This design comes from an exercise in tuning for small area, a short achievable clock period and few clock cycles on the open sky130 flow, not from production work. Function was not checked in any run shown here: the RTL went through the layout flow alone. Power and IR drop assume default switching activity.

## flow/design.v (module list and top-level ports; edited modules follow where they fit)
// module pgc_units: 795 lines
module pgc_units (
    input  wire        clk,
    input  wire        rst,           
    input  wire        cmd_valid,
    output wire        cmd_ready,
    input  wire [3:0]  cmd_op,
    input  wire [31:0] cmd_opa,
    output reg         rsp_valid,
    output reg         rsp_refused,
    output reg  [31:0] rsp_res
);
  // ...
==> flow/run.sh <==
#!/bin/bash
# synth_recipe.tcl (not shown) runs the flow's synth.tcl, then flattens the netlist and writes it again
# the make line also repeats each setting of config.mk as NAME=value (left out here)
make -C /OpenROAD-flow-scripts/flow DESIGN_CONFIG=/design/flow/config.mk WORK_HOME=/design/flow/orfs CLKGATE_MAP_FILE= SYNTH_SCRIPT=/design/flow/synth_recipe.tcl finish
==> flow/config.mk <==
export PLATFORM = sky130hd
export DESIGN_NAME = pgc_units
export DESIGN_NICKNAME = pgc_units
export VERILOG_FILES = /design/flow/design.v
export SDC_FILE = /design/flow/constraint.sdc
export NUM_CORES = 4
export LEC_CHECK = 0
export CAP_MARGIN = 20
export CORE_MARGIN = 2
export CORE_UTILIZATION = 40
export CTS_BUF_LIST = sky130_fd_sc_hd__clkbuf_4 sky130_fd_sc_hd__clkbuf_8
export SETUP_SLACK_MARGIN = 4.5
export SLEW_MARGIN = 20
==> flow/constraint.sdc <==
create_clock -name core_clock -period 8.0 [get_ports {clk}]
set_input_delay 1.6000 -clock core_clock [delete_from_list [all_inputs] [get_ports {clk}]]
set_output_delay 1.6000 -clock core_clock [all_outputs]
set_load 0.01 [all_outputs]
==> results.ini, run 1 <==
[run_status]
outcome=no timing/DRC/antenna violations

[setup_path]
crit_type=reg -> reg
cp.arrival_ps=3890
path_cells=nor4_4, or4b_4, or4_4, or3_4, or4_4, or4_4, o21a_1, or3_1
r2r_setup_slack_ps=4480
crit_fanout=5
critical_path.top_delay_family=simple AND/OR/NAND/NOR gates

[cts]
clk_pin_slew_worst_paths_ps=100

[place]
port_buffers=73
place_ws_ps=3650

[synthesis]
syn-num-nets=1270
synth_top_cell_by_area=fa_1
syn_area_um2=11600
ys_ff_latch=177

[global_route]
grt_pass1_vias=7802
grt_pass1_wl_um=44100

[finish]
n_all_inverters=180
clock_area_frac=0.0301
fin_area_um2=13500
mostFrequentLayoutCells=inv_1, fa_1, dfxtp_1
final_cell_count_no_fill=1528
area_delta_synth_final_pct=16.6

[worst_hold_path]
min_path_cells=2

[sta]
fmax_ghz=0.284
skew_ps=17.6

[route]
dr.first_iter.drc_count=388
wl_per_cell_um=18.3

[power]
pg_clk_uw=657
p_total_uw=2900
swShare=0.357
leakage_uw=0.00568

[floorplan]
die-height_um=174

==> run 2: changes to the inputs <==
--- a/flow/design.v
+++ b/flow/design.v
@@ -31,16 +31,117 @@
             c = c_in ^ {8'h00, b};
             for (i = 0; i < 8; i = i + 1)
                 c = c[0] ? ((c >> 1) ^ CRC_FEEDBACK) : (c >> 1);
             crc_update = c;
         end
     endfunction
     wire [31:0] lcg_next;
     wire [31:0] res_next;
+    wire pz0_1 = ~pos[1] & ~pos[0];
+    wire pz0_3 = ~pos[3] & ~pos[2];
+    wire pz0_5 = ~pos[5] & ~pos[4];
+    wire pz0_7 = ~pos[7] & ~pos[6];
+    wire pz0_9 = ~pos[9] & ~pos[8];
+    wire pz0_11 = ~pos[11] & ~pos[10];
+    wire pz0_13 = ~pos[13] & ~pos[12];
+    wire pz0_15 = ~pos[15] & ~pos[14];
+    wire pz0_17 = ~pos[17] & ~pos[16];
+    wire pz0_19 = ~pos[19] & ~pos[18];
+    wire pz0_21 = ~pos[21] & ~pos[20];
+    wire pz0_23 = ~pos[23] & ~pos[22];
+    wire pz0_25 = ~pos[25] & ~pos[24];
+    wire pz0_27 = ~pos[27] & ~pos[26];
+    wire pz0_29 = ~pos[29] & ~pos[28];
+    wire pz1_2 = ~pos[2] & pz0_1;
+    wire pz1_3 = pz0_3 & pz0_1;
+    wire pz1_6 = ~pos[6] & pz0_5;
+    wire pz1_7 = pz0_7 & pz0_5;
+    wire pz1_10 = ~pos[10] & pz0_9;
+    wire pz1_11 = pz0_11 & pz0_9;
+    wire pz1_14 = ~pos[14] & pz0_13;
+    wire pz1_15 = pz0_15 & pz0_13;
+    wire pz1_18 = ~pos[18] & pz0_17;
+    wire pz1_19 = pz0_19 & pz0_17;
+    wire pz1_22 = ~pos[22] & pz0_21;
+    wire pz1_23 = pz0_23 & pz0_21;
+    wire pz1_26 = ~pos[26] & pz0_25;
+    wire pz1_27 = pz0_27 & pz0_25;
+    wire pz2_4 = ~pos[4] & pz1_3;
+    wire pz2_5 = pz0_5 & pz1_3;
+    wire pz2_6 = pz1_6 & pz1_3;
+    wire pz2_7 = pz1_7 & pz1_3;
+    wire pz2_12 = ~pos[12] & pz1_11;
+    wire pz2_13 = pz0_13 & pz1_11;
+    wire pz2_14 = pz1_14 & pz1_11;
+    wire pz2_15 = pz1_15 & pz1_11;
+    wire pz2_20 = ~pos[20] & pz1_19;
+    wire pz2_21 = pz0_21 & pz1_19;
+    wire pz2_22 = pz1_22 & pz1_19;
+    wire pz2_23 = pz1_23 & pz1_19;
+    wire pz2_28 = ~pos[28] & pz1_27;
+    wire pz2_29 = pz0_29 & pz1_27;
+    wire pz3_8 = ~pos[8] & pz2_7;
+    wire pz3_9 = pz0_9 & pz2_7;
+    wire pz3_10 = pz1_10 & pz2_7;
+    wire pz3_11 = pz1_11 & pz2_7;
+    wire pz3_12 = pz2_12 & pz2_7;
+    wire pz3_13 = pz2_13 & pz2_7;
+    wire pz3_14 = pz2_14 & pz2_7;
+    wire pz3_15 = pz2_15 & pz2_7;
+    wire pz3_24 = ~pos[24] & pz2_23;
+    wire pz3_25 = pz0_25 & pz2_23;
+    wire pz3_26 = pz1_26 & pz2_23;
+    wire pz3_27 = pz1_27 & pz2_23;
+    wire pz3_28 = pz2_28 & pz2_23;
+    wire pz3_29 = pz2_29 & pz2_23;
+    wire pz4_16 = ~pos[16] & pz3_15;
+    wire pz4_17 = pz0_17 & pz3_15;
+    wire pz4_18 = pz1_18 & pz3_15;
+    wire pz4_19 = pz1_19 & pz3_15;
+    wire pz4_20 = pz2_20 & pz3_15;
+    wire pz4_21 = pz2_21 & pz3_15;
+    wire pz4_22 = pz2_22 & pz3_15;
+    wire pz4_23 = pz2_23 & pz3_15;
+    wire pz4_24 = pz3_24 & pz3_15;
+    wire pz4_25 = pz3_25 & pz3_15;
+    wire pz4_26 = pz3_26 & pz3_15;
+    wire pz4_27 = pz3_27 & pz3_15;
+    wire pz4_28 = pz3_28 & pz3_15;
+    wire pz4_29 = pz3_29 & pz3_15;
+    assign pos_zero[0] = 1'b1;
+    assign pos_zero[1] = ~pos[0];
+    assign pos_zero[2] = pz0_1;
+    assign pos_zero[3] = pz1_2;
+    assign pos_zero[4] = pz1_3;
+    assign pos_zero[5] = pz2_4;
+    assign pos_zero[6] = pz2_5;
+    assign pos_zero[7] = pz2_6;
+    assign pos_zero[8] = pz2_7;
+    assign pos_zero[9] = pz3_8;
+    assign pos_zero[10] = pz3_9;
+    assign pos_zero[11] = pz3_10;
+    assign pos_zero[12] = pz3_11;
+    assign pos_zero[13] = pz3_12;
+    assign pos_zero[14] = pz3_13;
+    assign pos_zero[15] = pz3_14;
+    assign pos_zero[16] = pz3_15;
+    assign pos_zero[17] = pz4_16;
+    assign pos_zero[18] = pz4_17;
+    assign pos_zero[19] = pz4_18;
+    assign pos_zero[20] = pz4_19;
+    assign pos_zero[21] = pz4_20;
+    assign pos_zero[22] = pz4_21;
+    assign pos_zero[23] = pz4_22;
+    assign pos_zero[24] = pz4_23;
+    assign pos_zero[25] = pz4_24;
+    assign pos_zero[26] = pz4_25;
+    assign pos_zero[27] = pz4_26;
+    assign pos_zero[28] = pz4_27;
+    assign pos_zero[29] = pz4_28;
     wire a_s0 = lcg[4] ^ lcg[0];
     wire a_c0 = lcg[4] & lcg[0];
     wire a_s1 = lcg[5] ^ ~lcg[3] ^ lcg[1];
     wire a_c1 = (lcg[5] & ~lcg[3]) | (lcg[5] & lcg[1]) | (~lcg[3] & lcg[1]);
     wire a_s2 = lcg[6] ^ ~lcg[4] ^ lcg[2];
     wire a_c2 = (lcg[6] & ~lcg[4]) | (lcg[6] & lcg[2]) | (~lcg[4] & lcg[2]);
     wire a_s3 = lcg[7] ^ lcg[3];
     wire a_c3 = lcg[7] & lcg[3];
@@ -758,21 +859,16 @@
     assign cmd_ready = ~busy;
     wire accept     = cmd_valid & ~busy;
     wire is_crc_new = cmd_op == OP_CRC_NEW;
     wire is_crc_upd = cmd_op == OP_CRC_UPD;
     wire is_sum16   = cmd_op == OP_CRC_SUM16;
     wire is_new     = cmd_op == OP_CIPH_NEW;
     wire is_enc     = cmd_op == OP_CIPH_ENC;
     wire [29:0] pos_zero;     
-    assign pos_zero[0] = 1'b1;
-    genvar gi;
-    generate for (gi = 1; gi < 30; gi = gi + 1) begin : g_pos
-        assign pos_zero[gi] = pos_zero[gi-1] & ~pos[gi-1];
-    end endgenerate
     always @(posedge clk) begin
         pc_q <= pc_d;
         if (rst) begin
             rsp_valid <= 1'b0;
             busy      <= 1'b0;
         end else begin
             rsp_valid <= busy | (accept & ~is_enc);
             busy      <= accept & is_enc;
==> flow/config.mk (replaced) <==
export PLATFORM = sky130hd
export DESIGN_NAME = pgc_units
export DESIGN_NICKNAME = pgc_units
export VERILOG_FILES = /design/flow/design.v
export SDC_FILE = /design/flow/constraint.sdc
export NUM_CORES = 4
export LEC_CHECK = 0
export CAP_MARGIN = 20
export CORE_MARGIN = 2
export CORE_UTILIZATION = 40
export SETUP_SLACK_MARGIN = 5
export SLEW_MARGIN = 20
==> run 2 against run 1 <==
Against the previous run: fmax increased by 18%; power increased by 10%; utilization increased by 3.1 points; via count increased by 5.1%; setup slack improved by 540 ps; hold slack got worse by 3.3 ps; largest cell class unchanged; non-clock buffer count increased by 51; combinational power increased by 13%; still clean.
==> results.ini, run 2 <==
[route]
first_pass_iters=4
routed_via_density=4.76
finalWirelength_um=30100
remaining_drc_errors=0
via_count=7673
wl_per_cell_um=18.7  ; +2.4%
ant_nets=0
dr.first_iter.drc_count=460  ; +19%

[place]
dp_hpwl_um=22100
gp_congestion=0.874
port_buffers=73  ; unchanged
dp.cells=1506

[setup_path]
crit_type=reg -> reg
crit_end=lcg[23]
crit_path_start_kind=flip-flop
crit_slowest_cell=fa_1
r2r_setup_slack_ps=5020  ; +540 ps
crit_fanout=3  ; -2
startpoint=pc_q[26]
worstSetupEndpointType=flip-flop
crit_buf_inv=1
r2r_cells=9
cp.depth=9
cp.arrival_ps=3160  ; -730 ps
cp_slowest_stage_delay_ps=470
reg2reg_to=lcg[23]
critical_path.top_delay_family=compound AO/OA/AOI/OAI gates
path_cells=inv_1, fa_1, ha_4, nand4_1, o21bai_1, a21boi_0, o21a_1, o311ai_1, mux2_2
worst_r2r_startpoint=pc_q[26]
crit_required_ps=8180

[floorplan]
die_area_um2=30900
start_util=0.409
die-width_um=176
die-height_um=176  ; +0.83%
pin_count=74
core-area_um2=28900
rows=62

[power]
leakage_uw=0.00621  ; +9.4%
vdd_drop_max_v=0.000138
power_density_nw_per_um2=221

[global_route]
grt-ovfl-total=0
track_usage=0.205
grt_max_degree=38
antenna_found_initial=0
grt_pass1_wl_um=46900  ; +6.4%
grt_pass1_vias=8255  ; +5.8%

[synthesis]
synth_top_area_frac=0.271
async_flop_share=0
synthFlopType=dfxtp_1
yosys_warnings=1
synth_edf_count=48
syn-num-nets=1304  ; +2.7%
yosys.cell_types.count=51
synth.most_common_cell=inv_1
avgSynthCellArea_um2=11.0
ys_top_cells_by_count=inv_1, fa_1, dfxtp_1, xnor2_1, nand2_1
synth_area_leaders=fa_1, dfxtp_1, edfxtp_1, xnor2_1, inv_1
ys_ff_latch=177  ; unchanged
seq_area_frac_synth=0.341
synth_top_cell_by_area=fa_1
syn_area_um2=11800  ; +1.7%
synthCells=1070

[finish]
area_delta_synth_final_pct=23.3
layout-drive-gt1-share=0.159
top_register=pc_q
nNetsFinal=1448
largest_reg_flops=64
final_common_cell=inv_1
mostFrequentLayoutCells=inv_1, fa_1, dfxtp_1
antenna_cells=0
reg_top3=pc_q: 64 flops, lcg: 32 flops, rsp_res: 32 flops
final_cell_count_no_fill=1611  ; +5.4%

[cts]
clock_latency_ps=450
numCtsBuffers=17
clock-sinks=177
clockBufferDepth=2
htreeDepth=4
clk_pin_slew_worst_paths_ps=80  ; -20 ps
clock-root-buffer=clkbuf_16
cts_tree=done
cts_hold_buffers=0

[sta]
finalSetupViolations=0
worst_pin_slew_ps=630
fin_crit_ps=2980
skew_ps=26.7  ; +9.07 ps
finalCritPeriodShare=0.372
fmax_ghz=0.336  ; +18%
final.setup.tns_ps=0
whs_ps=521
finalHoldViolations=0
rsz0062_at_grt=yes
slew_viol_final=0
slew_headroom=0.579

[worst_hold_path]
hold_path.class=reg -> reg

[flow_run]
maxCapViolations=0

[run_status]
outcome=no timing/DRC/antenna violations

==> run 2: cell types whose count changed after synthesis, sizes merged, moves of 6 or more <==
| cell | delta |
|---|---|
| o21ai | -6 |
| inv | +18 |
| xnor2 | +15 |
| a21oi | -6 |
| nand2 | +7 |
| xor2 | -10 |
==> run 2: what timing repair did <==
action / 4_1_cts / 5_1_grt
setup buffers: 41 / 30
pin swaps: 15 / 11
gates resized for setup: 46 / 40
gates cloned: 2 / 0
endpoints found under the setup margin: 132 / 85
==> run 2: stage by stage <==
stage | power [uW] | area [um2] | util | setup slack (ps)
6_report | 3210 | 14500 | 0.504 | 5020
2_1_floorplan | 1920 | 11900 | - | 4880
4_1_cts | 3160 | 14200 | 0.491 | 4820
5_1_grt | 3400 | 14500 | 0.504 | 4890
3_3_place_gp | 2260 | 13000 | 0.452 | 4140
3_5_place_dp | 2270 | 13000 | 0.452 | 4110
==> run 2: worst min path at each step <==
stage | from | endpoint | slack [ps] | cells after the start
after global placement | pos[11] | pos[11] | 510 | 2
after floorplan | pos[23] | pos[23] | 470 | 2
after detailed placement | pos[11] | pos[11] | 510 | 2
after global routing | pos[11] | pos[11] | 550 | 2
after CTS | pos[11] | pos[11] | 520 | 2
final | pos[11] | pos[11] | 520 | 2
==> run 2: area by class of cell <==
type | count | area (um2)
clock buffer | 19 | 443
clock inverter | 13 | 125
fill | 2649 | 14300
inverter | 198 | 754
multi-input combinational | 670 | 7310
sequential | 177 | 4030
tap | 384 | 480
timing repair buffer | 150 | 1400
==> run 2: logic make-up after synthesis <==
| group | count (synthesis) | synth area share |
|---|---|---|
| buffers and inverters | 224 | 0.0720 |
| adders and majority gates | 195 | 0.309 |
| and+or+nand+nor | 180 | 0.0740 |
| DFF | 177 | 0.341 |
| xor gates and xnor gates | 169 | 0.128 |
| AOI/OAI and AO/OA | 98 | 0.0508 |
| muxes | 27 | 0.0258 |
==> run 2: per-layer routing <==
layer  track usage  vias up  wire length, um
met5             0        -                0
met4        0.0713        0              923
met3        0.0346       49             1220
met2         0.342      180            14400
met1         0.272     3819            13500
li1              -     3625                -
==> run 2: tightest hold or removal path: stages (launching register included) <==
cell	delay, ps
dfxtp_1	340
nand2_1	60
nand3_1	70
==> run 2: power by group <==
part / total, uW / switching, uW / internal [uW]
logic: 1300 / 692 / 609
clock network: 814 / 395 / 419
registers: 1090 / 69.3 / 1020
total: 3210 / 1160 / 2050
==> run 3: changes to the inputs <==
--- a/flow/config.mk
+++ b/flow/config.mk
@@ -8,5 +8,5 @@
 export CAP_MARGIN = 20
 export CORE_MARGIN = 2
 export CORE_UTILIZATION = 40
-export SETUP_SLACK_MARGIN = 5
+export SETUP_SLACK_MARGIN = 4.5
 export SLEW_MARGIN = 20
==> run 3 against run 2 <==
Against the previous run: first-iteration DRC count decreased by 6.1%; sequential power about the same; global-route usage fell by 0.86 points; fmax down 13%; via count fell by 3.3%; clock-buffer cell count down 2; sequential share of layout area rose by 1.6 points; setup slack lost 450 ps; combinational power is 13% lower; clock skew is 13 ps lower.
==> results.ini, run 3 <==
[global_route]
track_usage=0.197  ; -0.00864
grt_pass1_vias=8124  ; -1.6%
grt_pass1_wl_um=45100  ; -3.7%
antenna_found_initial=1  ; +1
grt_max_degree=80  ; +110%
grt-ovfl-total=0  ; unchanged

[synthesis]
synth_edf_count=48  ; unchanged
synth_compound_area_frac=0.0508  ; unchanged
yosys.cell_types.count=51  ; unchanged
syn_area_um2=11800  ; unchanged
synth_top_area_frac=0.271  ; unchanged
synthMuxAreaShare=0.0258  ; unchanged
ys_ff_latch=177  ; unchanged
synth_top_family_by_area=adder cells
synth-simple-area-share=0.0740  ; unchanged
ys_top_cells_by_count=inv_1, fa_1, dfxtp_1, xnor2_1, nand2_1
synthFlopType=dfxtp_1
synthAdderAreaFrac=0.309  ; unchanged
synth_top_cell_by_area=fa_1
synth_xor_xnor_area_share=0.128  ; unchanged
seq_area_frac_synth=0.341  ; unchanged
synth_area_leaders=fa_1, dfxtp_1, edfxtp_1, xnor2_1, inv_1
yosys_warnings=1  ; unchanged
syn-num-nets=1304  ; unchanged
async_flop_share=0  ; unchanged
avgSynthCellArea_um2=11.0  ; unchanged
synth.most_common_cell=inv_1
synthCells=1070  ; unchanged

[power]
seqPwrFrac=0.359  ; +0.019
pwr-share-clk=0.270  ; +0.016
swShare=0.357  ; -0.00352
vdd_drop_max_v=0.000149  ; +7.8%
leakage_uw=0.00569  ; -8.4%
p_comb_frac=0.370  ; -0.036
internal-power_uw=1960  ; -4.4%
power_density_nw_per_um2=223  ; +0.96%
switchingPower_uw=1090  ; -5.8%

[setup_path]
crit_fanout=79  ; +76
crit_type=reg -> out
crit_path_start_kind=flip-flop
worstSetupEndpointType=output port
cp.arrival_ps=1830  ; -1330 ps
crit_required_ps=6400  ; -1780 ps
r2r_cells=6  ; -3

[cts]
htreeDepth=4  ; unchanged
clock-sinks=177  ; unchanged
cts_tree=done
clockBufferDepth=2  ; unchanged
clock_latency_ps=440  ; about the same
numCtsBuffers=17  ; unchanged
clock-root-buffer=clkbuf_16
clk_pin_slew_worst_paths_ps=80  ; about the same

[floorplan]
pin_count=74  ; unchanged
core-area_um2=28900  ; unchanged
start_util=0.409  ; unchanged
die-width_um=176  ; unchanged
rows=62  ; unchanged
die_area_um2=30900  ; unchanged
die-height_um=176  ; unchanged

[route]
ant_nets=0  ; unchanged
finalWirelength_um=28200  ; -6.3%
first_pass_iters=6  ; +2
wl_per_cell_um=18.2  ; -2.9%
remaining_drc_errors=0  ; unchanged
dr.first_iter.drc_count=432  ; -6.1%
routed_via_density=4.78  ; +0.26%
via_count=7421  ; -3.3%

[sta]
final.setup.tns_ps=0  ; unchanged
skew_ps=13.6  ; -13.1 ps
finalHoldViolations=0  ; unchanged
finalCritPeriodShare=0.428  ; +0.0562
slew_viol_final=0  ; unchanged
rsz0062_at_grt=yes
worst_pin_slew_ps=897  ; +267 ps
fmax_ghz=0.292  ; -13%
fin_crit_ps=3430  ; +449 ps
finalSetupViolations=0  ; unchanged
slew_headroom=0.401  ; -0.178

[place]
port_buffers=73  ; unchanged
dp.cells=1506  ; unchanged
dp_hpwl_um=21800  ; -1.2%
gp_congestion=0.847  ; -3.1%
place_area_um2=12900  ; -0.72%

[finish]
top_register=pc_q
layout-drive-gt1-share=0.0821  ; -0.0768
final_cell_count_no_fill=1554  ; -3.5%
largest_reg_flops=64  ; unchanged
nNetsFinal=1390  ; -4.0%
area_delta_synth_final_pct=16.2
final-seq-area_um2=4030  ; -0.22%
mostFrequentLayoutCells=inv_1, fa_1, dfxtp_1
final_common_cell=inv_1
fin_area_um2=13700  ; -5.8%
nFillCells=2675  ; +0.98%
multi_input_area_um2=6990  ; -4.5%
reg_top3=pc_q: 64 flops, lcg: 32 flops, rsp_res: 32 flops

[worst_hold_path]
min_path_cells=2  ; unchanged
hold_path.class=reg -> reg

[run_status]
outcome=no timing/DRC/antenna violations

[flow_run]
maxCapViolations=0  ; unchanged

-- run 3: cell counts after synthesis --
Identical to the previous run, type by type.
-- run 3: layout make-up --
cell class	instances	share of cell area
flip-flops and latches	177	0.294
clock inverters	15	0.0105
multi-input cells	669	0.510
well taps	384	0.0351
clock buffers	17	0.0310
repair buffers	93	0.0652
inverters	198	0.0545
diodes	1	0.000183
-- run 3: kinds of logic (layout without fill, tap and decap cells) --
family,after synthesis,after routing
buffers and inverters,224,323
adder cells (fa/ha/maj),195,195
AND/OR/NAND/NOR,180,180
flip-flops,177,177
XOR/XNOR,169,169
AO/OA/AOI/OAI,98,98
multiplexers,27,27
other,0,1
-- run 3: metrics by stage --
step                      hold WS, ps  setup slack, ps  power, uW   util
final                             526             4570       3050  0.475
after CTS                         524             4470       3070  0.471
after global routing              566             4450       3250  0.475
after detailed placement          507             3800       2240  0.449
after global placement            500             3860       2220  0.449
after floorplan                   466             4560       1910      -
-- run 3: critical path, stage by stage (launching register included) --
cell and delay [ps]:
dfxtp_2 360, buf_12 290, clkinv_1 150, clkdlybuf4s50_1 500
-- run 3: worst paths after layout --
check                from  slack [ps]   endpoint
setup / recovery     busy        4570  cmd_ready
hold / removal    pos[29]         530    pos[29]
setup reg to reg  lcg[12]        4750   pc_q[29]
hold reg to reg   pos[29]         530    pos[29]
-- run 3: what timing repair did --
item,in CTS,in global routing
hold buffers,0,0
gates resized for setup,6,6
pin swaps,0,2
setup endpoints to repair,7,9
buffers inserted,4,11
-- run 3: layer usage --
metal  part of all wire  wire length (um)  vias to the layer above  GRT usage
met3              0.047              1310                       31     0.0422
met2               0.49             13900                      168      0.336
met5                  0                 0                        -          0
met4              0.017               492                        0     0.0479
met1               0.44             12500                     3715      0.255
li1                   -                 -                     3507          -
-- run 3: power groups by stage --
stage	clock network, uW	logic, uW	registers [uW]
after floorplan	0	805	1100
after global placement	0	1100	1120
after detailed placement	0	1120	1120
after CTS	841	1130	1100
after global routing	876	1270	1110
final	825	1130	1100

separate check: timing with driven ports:
The flow's constraints put no driver on any port. The routed layouts listed below were extracted and timed again, unchanged, in two steps.
Step 1, drivers: a clkbuf_16 drives clk and a buf_2 each remaining input, both assumed.
Step 2, shift: input delay + t, output delay - t, t = (earliest + latest rising clock arrival at the registers) / 2. This alone moves slack from input paths to output paths.
Slacks: ideal ports / drivers / drivers and shift; pairs: ideal ports / drivers.
| run | t, ns | setup WS [ns] | worst setup path at the end | slew at the worst register clock pin (ns) | pins driven straight from the clock port |
|---|---|---|---|---|---|
| run 1 | 0.511 | 4.481 / 4.481 / 4.093 | input to register | 0.11 / 0.11 | 1 |
| run 2 | 0.486 | 5.023 / 4.983 / 4.587 | input to register | 0.08 / 0.08 | 1 |
| run 3 | 0.482 | 4.573 / 4.524 / 4.144 | input to register | 0.08 / 0.08 | 1 |
After both steps setup and hold are still met in every run listed. The setup slack of run 2, which loses most, moves by -0.040 ns with the drivers and by -0.436 ns with both steps.
